Source: an optimization exercise on an open RTL-to-GDS flow (aim: small area). Production flows keep margins and buffers that such runs may drop. The RTL was checked by simulation tests, not by an equivalence proof against the original design. No driver is modelled on the clock port, so clock power and skew are understated where the tree is cut down; a real chip needs a root buffer or a tree. Power is estimated from default activity; no workload was simulated.

## globe_core
module globe_core (
    input  wire         clk,
    input  wire         rst,               
    input  wire         connected,
    input  wire         cmd_valid,
    input  wire [31:0]  cmd,
    input  wire [31:0]  now,
    output wire         cmd_ready,         
    output reg          indicator,
    output wire [15:0]  pwm_duty,
    output reg          pwm_we,            
    output wire [239:0] leds,              
    output reg          led_flush,         
    output wire         begin_accepting    
);
Size in the first run: about 980 cells after synthesis, ~330 I/O pins.
export LEC_CHECK = 0
export ABC_AREA = 1
export CAP_MARGIN = 5
export CORE_AREA = 5.52 5.44 134.32 133.28
export DIE_AREA = 0 0 139.84 138.72
export PLACE_DENSITY = 0.75
export SLEW_MARGIN = 5
create_clock -name core_clock -period 20.0 [get_ports {clk}]
standard.sh (not shown) runs the stock make flow with config.mk's settings and CLKGATE_MAP_FILE= SYNTH_SCRIPT=/design/flow/synth_recipe.tcl, a recipe that flattens the netlist after the stock synthesis.
==> flow/flow/run.sh <==
#!/bin/bash
# Layout flow: the standard synthesis, then its combinational logic
# re-mapped by ABC with a stronger area script (registers, their cells and
# names untouched), then the standard layout with two changes: the port
# buffers are the smallest buffer cell, and after clock tree synthesis the
# clock tree is rebuilt as one level of four clock buffers, each driving a
# quadrant of the flip-flops (flow/post_cts.tcl).
set -euo pipefail
here=$(pwd)
res=$here/orfs/results/$FLOW_PLATFORM/globe_core/base
YOSYS=yosys
if [[ -x $FLOW_HOME/../tools/install/yosys/bin/yosys ]]; then
  YOSYS=$FLOW_HOME/../tools/install/yosys/bin/yosys
fi
LIB=$FLOW_HOME/platforms/sky130hd/lib/sky130_fd_sc_hd__tt_025C_1v80.lib
export BUFFER_PORTS_ARGS="-buffer_cell sky130_fd_sc_hd__buf_1"
export POST_CTS_TCL=$here/flow/post_cts.tcl
export CTS_ARGS="-sink_clustering_enable -repair_clock_nets -dont_use_dummy_load -buf_list {sky130_fd_sc_hd__clkbuf_4 sky130_fd_sc_hd__clkbuf_8}"

bash standard.sh synth > standard_synth.log 2>&1
cp $res/1_2_yosys.v $here/std_synth.v

# re-map the combinational logic with sixteen ABC runs (eight seeds, each with
# and without two-input LUTs in deepsyn), four at a time; keep the smallest
R2='balance; rewrite; refactor; balance; rewrite; rewrite -z; balance; refactor -z; rewrite -z; balance'
DU=$(cat $here/flow/dontuse.txt)
for s in $(seq 1 16); do
  if (( s <= 8 )); then ds="-S $s"; else ds="-S $((s - 8)) -t"; fi
  printf 'strash\n&get -n\n&deepsyn -T 60 %s\n&put\n%s\ndch -f\nmap -a\ntopo\n' "$ds" "$R2" > $here/resynth_$s.abc
  (
    $YOSYS -p "read_liberty -ignore_miss_func $LIB; read_verilog $here/std_synth.v; hierarchy -top $FLOW_TOP; \
      setattr -mod -set blackbox 1 sky130_fd_sc_hd__dfxtp_1 sky130_fd_sc_hd__edfxtp_1 sky130_fd_sc_hd__conb_1; \
      flatten; delete t:\$scopeinfo; rename -hide w:*.*; opt_clean; \
      abc -liberty $LIB $DU -script $here/resynth_$s.abc; opt_clean -purge; \
      write_verilog -noattr -nohex -nodec $here/resynth_$s.raw.v" > $here/resynth_$s.log 2>&1 &&
    $YOSYS -p "read_liberty -lib -ignore_miss_func $LIB; read_verilog $here/resynth_$s.raw.v; hierarchy -top $FLOW_TOP; \
      hilomap -singleton -hicell sky130_fd_sc_hd__conb_1 HI -locell sky130_fd_sc_hd__conb_1 LO; \
      insbuf -buf sky130_fd_sc_hd__buf_4 A X; \
      check -assert -mapped; \
      tee -o $here/resynth_$s.stat stat -liberty $LIB; \
      write_verilog -noattr -nohex -nodec $here/resynth_$s.v" > $here/resynth_$s.2.log 2>&1 || rm -f $here/resynth_$s.v
  ) &
  if (( s % 4 == 0 )); then wait; fi
done
wait
best=""; besta=""
for s in $(seq 1 16); do
  a=$(grep -o "Chip area for module.*: [0-9.]*" $here/resynth_$s.stat 2>/dev/null | awk '{print $NF}' || true)
  if [[ -n "$a" && -s $here/resynth_$s.v ]]; then
    if [[ -z "$besta" ]] || awk "BEGIN{exit !($a < $besta)}"; then best=$s; besta=$a; fi
  fi
done
echo "resynthesis: best seed $best area $besta" > $here/resynth.log
if [[ -n "$best" ]]; then
  cp $here/resynth_$best.v $res/1_2_yosys.v
  rm -f $res/1_synth.odb
fi

bash standard.sh > standard.log 2>&1
Other scripts of this flow, unchanged in this note and not shown: flow/flow/dontuse.txt, flow/flow/post_cts.tcl
Next try:
--- a/flow/flow/run.sh
+++ b/flow/flow/run.sh
@@ -23,2 +23 @@
-# re-map the combinational logic with sixteen ABC runs (eight seeds, each with
-# and without two-input LUTs in deepsyn), four at a time; keep the smallest
+# re-map the combinational logic with eight ABC seeds, four at a time; keep the smallest
@@ -27,3 +26,2 @@
-for s in $(seq 1 16); do
-  if (( s <= 8 )); then ds="-S $s"; else ds="-S $((s - 8)) -t"; fi
-  printf 'strash\n&get -n\n&deepsyn -T 60 %s\n&put\n%s\ndch -f\nmap -a\ntopo\n' "$ds" "$R2" > $here/resynth_$s.abc
+for s in 1 2 3 4 5 6 7 8; do
+  printf 'strash\n&get -n\n&deepsyn -T 60 -S %s\n&put\n%s\ndch -f\nmap -a\ntopo\n' $s "$R2" > $here/resynth_$s.abc
@@ -47 +45 @@
-for s in $(seq 1 16); do
+for s in 1 2 3 4 5 6 7 8; do
Settings changed: GPL_TIMING_DRIVEN set to 0.
The new run passed the timing, design-rule and antenna checks.
Synthesized area goes up slightly.
Sequential share of layout area goes down by 0.35 points.
Via count goes up by a few percent.
Final cell count goes up slightly.
Clock skew goes up by 0.0047 ns.
Global-route usage goes up by 1.7 points.
Flip-flop and latch count does not change.
Worst hold slack degrades by 0.0096 ns.
Routed wire length goes up by a few percent.
Die area stays the same.
Next try:
Settings changed: CAP_MARGIN 5 to 20, CORE_AREA 5.52 5.44 134.32 133.28 to 5.52 5.44 150.88 149.6, DIE_AREA 0 0 139.84 138.72 to 0 0 156.4 155.04, GPL_TIMING_DRIVEN 0 to not set, PLACE_DENSITY 0.75 to 0.6, SLEW_MARGIN 5 to 20.
=> Maximum frequency is higher by a few percent; sequential share of layout area is lower by 0.27 points; setup slack improves by 0.24 ns.
Next try:
Settings changed: CAP_MARGIN 20 to 5, CORE_AREA 5.52 5.44 150.88 149.6 to 5.52 5.44 134.32 133.28, DIE_AREA 0 0 156.4 155.04 to 0 0 139.84 138.72, PLACE_DENSITY 0.6 to 0.75, SLEW_MARGIN 20 to 5.
After rerunning: Sequential share of layout area grows by 0.47 points. Sequential power is about the same. Total power grows by 0.61%. Register-to-register slack gains 0.60 ns. Combinational power grows by 11%. Die area shrinks by 20%. Worst setup slack gains 0.017 ns.
No run of this note takes its clock network from TritonCTS; it comes from the design's own scripts or RTL.

* * *

globe_core, a different RTL version from the one above (not shown whole).
Size: roughly 1000 cells after synthesis, ~6900 µm² of cells after synthesis.
// globe_core
module globe_core (
    input  wire         clk,
    input  wire         rst,               
    input  wire         connected,
    input  wire         cmd_valid,
    input  wire [31:0]  cmd,
    input  wire [31:0]  now,
    output wire         cmd_ready,         
    output reg          indicator,
    output wire [15:0]  pwm_duty,
    output reg          pwm_we,            
    output wire [239:0] leds,              
    output reg          led_flush,         
    output reg          begin_accepting    
);
Settings: LEC_CHECK=0, ABC_AREA=1, CAP_MARGIN=20, CORE_AREA=5.52 5.44 134.32 133.28, DIE_AREA=0 0 139.84 138.72, PLACE_DENSITY=0.75, SLEW_MARGIN=20; clock period 20.0 ns.
==> flow/flow/run.sh <==
#!/bin/bash
# Layout flow: the standard synthesis, then its combinational logic
# re-mapped by ABC with a stronger area script (registers, their cells and
# names untouched), then the standard layout with two changes: the port
# buffers are the smallest buffer cell, and clock tree synthesis inserts
# no dummy loads and uses mid-size clock buffers.
set -euo pipefail
here=$(pwd)
res=$here/orfs/results/$FLOW_PLATFORM/globe_core/base
YOSYS=yosys
if [[ -x $FLOW_HOME/../tools/install/yosys/bin/yosys ]]; then
  YOSYS=$FLOW_HOME/../tools/install/yosys/bin/yosys
fi
LIB=$FLOW_HOME/platforms/sky130hd/lib/sky130_fd_sc_hd__tt_025C_1v80.lib
export BUFFER_PORTS_ARGS="-buffer_cell sky130_fd_sc_hd__buf_1"
export CTS_ARGS="-sink_clustering_enable -repair_clock_nets -dont_use_dummy_load -buf_list {sky130_fd_sc_hd__clkbuf_4 sky130_fd_sc_hd__clkbuf_8}"

bash standard.sh synth > standard_synth.log 2>&1
cp $res/1_2_yosys.v $here/std_synth.v

# re-map the combinational logic, a few ABC seeds in parallel; keep the smallest
R2='balance; rewrite; refactor; balance; rewrite; rewrite -z; balance; refactor -z; rewrite -z; balance'
DU=$(cat $here/flow/dontuse.txt)
for s in 1 2 3 4; do
  printf 'strash\n&get -n\n&deepsyn -T 60 -S %s\n&put\n%s\ndch -f\nmap -a\ntopo\n' $s "$R2" > $here/resynth_$s.abc
  (
    $YOSYS -p "read_liberty -ignore_miss_func $LIB; read_verilog $here/std_synth.v; hierarchy -top $FLOW_TOP; \
      setattr -mod -set blackbox 1 sky130_fd_sc_hd__dfxtp_1 sky130_fd_sc_hd__edfxtp_1 sky130_fd_sc_hd__conb_1; \
      flatten; delete t:\$scopeinfo; opt_clean; \
      abc -liberty $LIB $DU -script $here/resynth_$s.abc; opt_clean -purge; \
      write_verilog -noattr -nohex -nodec $here/resynth_$s.raw.v" > $here/resynth_$s.log 2>&1 &&
    $YOSYS -p "read_liberty -lib -ignore_miss_func $LIB; read_verilog $here/resynth_$s.raw.v; hierarchy -top $FLOW_TOP; \
      hilomap -singleton -hicell sky130_fd_sc_hd__conb_1 HI -locell sky130_fd_sc_hd__conb_1 LO; \
      insbuf -buf sky130_fd_sc_hd__buf_4 A X; \
      check -assert -mapped; \
      tee -o $here/resynth_$s.stat stat -liberty $LIB; \
      write_verilog -noattr -nohex -nodec $here/resynth_$s.v" > $here/resynth_$s.2.log 2>&1 || rm -f $here/resynth_$s.v
  ) &
done
wait
best=""; besta=""
for s in 1 2 3 4; do
  a=$(grep -o "Chip area for module.*: [0-9.]*" $here/resynth_$s.stat 2>/dev/null | awk '{print $NF}' || true)
  if [[ -n "$a" && -s $here/resynth_$s.v ]]; then
    if [[ -z "$besta" ]] || awk "BEGIN{exit !($a < $besta)}"; then best=$s; besta=$a; fi
  fi
done
echo "resynthesis: best seed $best area $besta" > $here/resynth.log
if [[ -n "$best" ]]; then
  cp $here/resynth_$best.v $res/1_2_yosys.v
  rm -f $res/1_synth.odb
fi

bash standard.sh > standard.log 2>&1
Other scripts of this flow, unchanged in this note and not shown: flow/flow/dontuse.txt
Rerun with:
--- a/flow/flow/run.sh
+++ b/flow/flow/run.sh
@@ -30,4 +30,2 @@
       abc -liberty $LIB $DU -script $here/resynth_$s.abc; opt_clean -purge; \
-      write_verilog -noattr -nohex -nodec $here/resynth_$s.raw.v" > $here/resynth_$s.log 2>&1 &&
-    $YOSYS -p "read_liberty -lib -ignore_miss_func $LIB; read_verilog $here/resynth_$s.raw.v; hierarchy -top $FLOW_TOP; \
       hilomap -singleton -hicell sky130_fd_sc_hd__conb_1 HI -locell sky130_fd_sc_hd__conb_1 LO; \
@@ -36,3 +34,3 @@
       tee -o $here/resynth_$s.stat stat -liberty $LIB; \
-      write_verilog -noattr -nohex -nodec $here/resynth_$s.v" > $here/resynth_$s.2.log 2>&1 || rm -f $here/resynth_$s.v
+      write_verilog -noattr -nohex -nodec $here/resynth_$s.v" > $here/resynth_$s.log 2>&1 || true
   ) &
What happened: Routed wire length climbs by 5.8%; design area climbs by 11%; setup slack degrades by 0.029 ns; final cell count climbs by 6.8%; total power drops by 15%; flip-flop and latch count stays the same; via count climbs by about 6%; die area does not change.

## afterwards: timing with drivers on the ports
The results above use ideal ports. As a check the final layouts listed here were re-extracted and re-timed, cells and wires unchanged. Step 1 sets driving cells, clkbuf_16 on the clock port and buf_2 on the other inputs (assumed; they add their load-dependent delay and slew). Step 2, shift: input delay + t, output delay - t, t = (earliest + latest rising clock arrival at the registers) / 2. This alone moves slack from input paths to output paths. Three values: no drivers, after step 1, after step 2; two values: the first two.
| run | t, ns | setup WS [ns] | worst setup path at the end | clock arrival spread, ns | pins driven straight from the clock port |
|---|---|---|---|---|---|
| the first run of note 1 | 0.251 | 11.036 / 11.011 / 10.868 | input to register | 0.012 / 0.013 | 4 |
| the second run of note 1 | 0.252 | 10.619 / 10.673 / 10.421 | input to register | 0.017 / 0.017 | 4 |
| the third run of note 1 | 0.250 | 10.861 / 10.920 / 10.670 | input to register | 0.013 / 0.014 | 4 |
| the fourth run of note 1 | 0.252 | 10.878 / 10.850 / 10.850 | input to output | 0.011 / 0.011 | 4 |
| the first run of note 2 | 0.412 | 10.523 / 10.536 / 10.123 | input to register | 0.021 / 0.021 | 1 |
| the second run of note 2 | 0.415 | 10.494 / 10.454 / 10.454 | input to output | 0.023 / 0.022 | 1 |
After both steps every run listed still meets setup and hold. The setup slack of the first run of note 2, which loses most, moves by +0.013 ns with the drivers and by -0.400 ns with both steps.
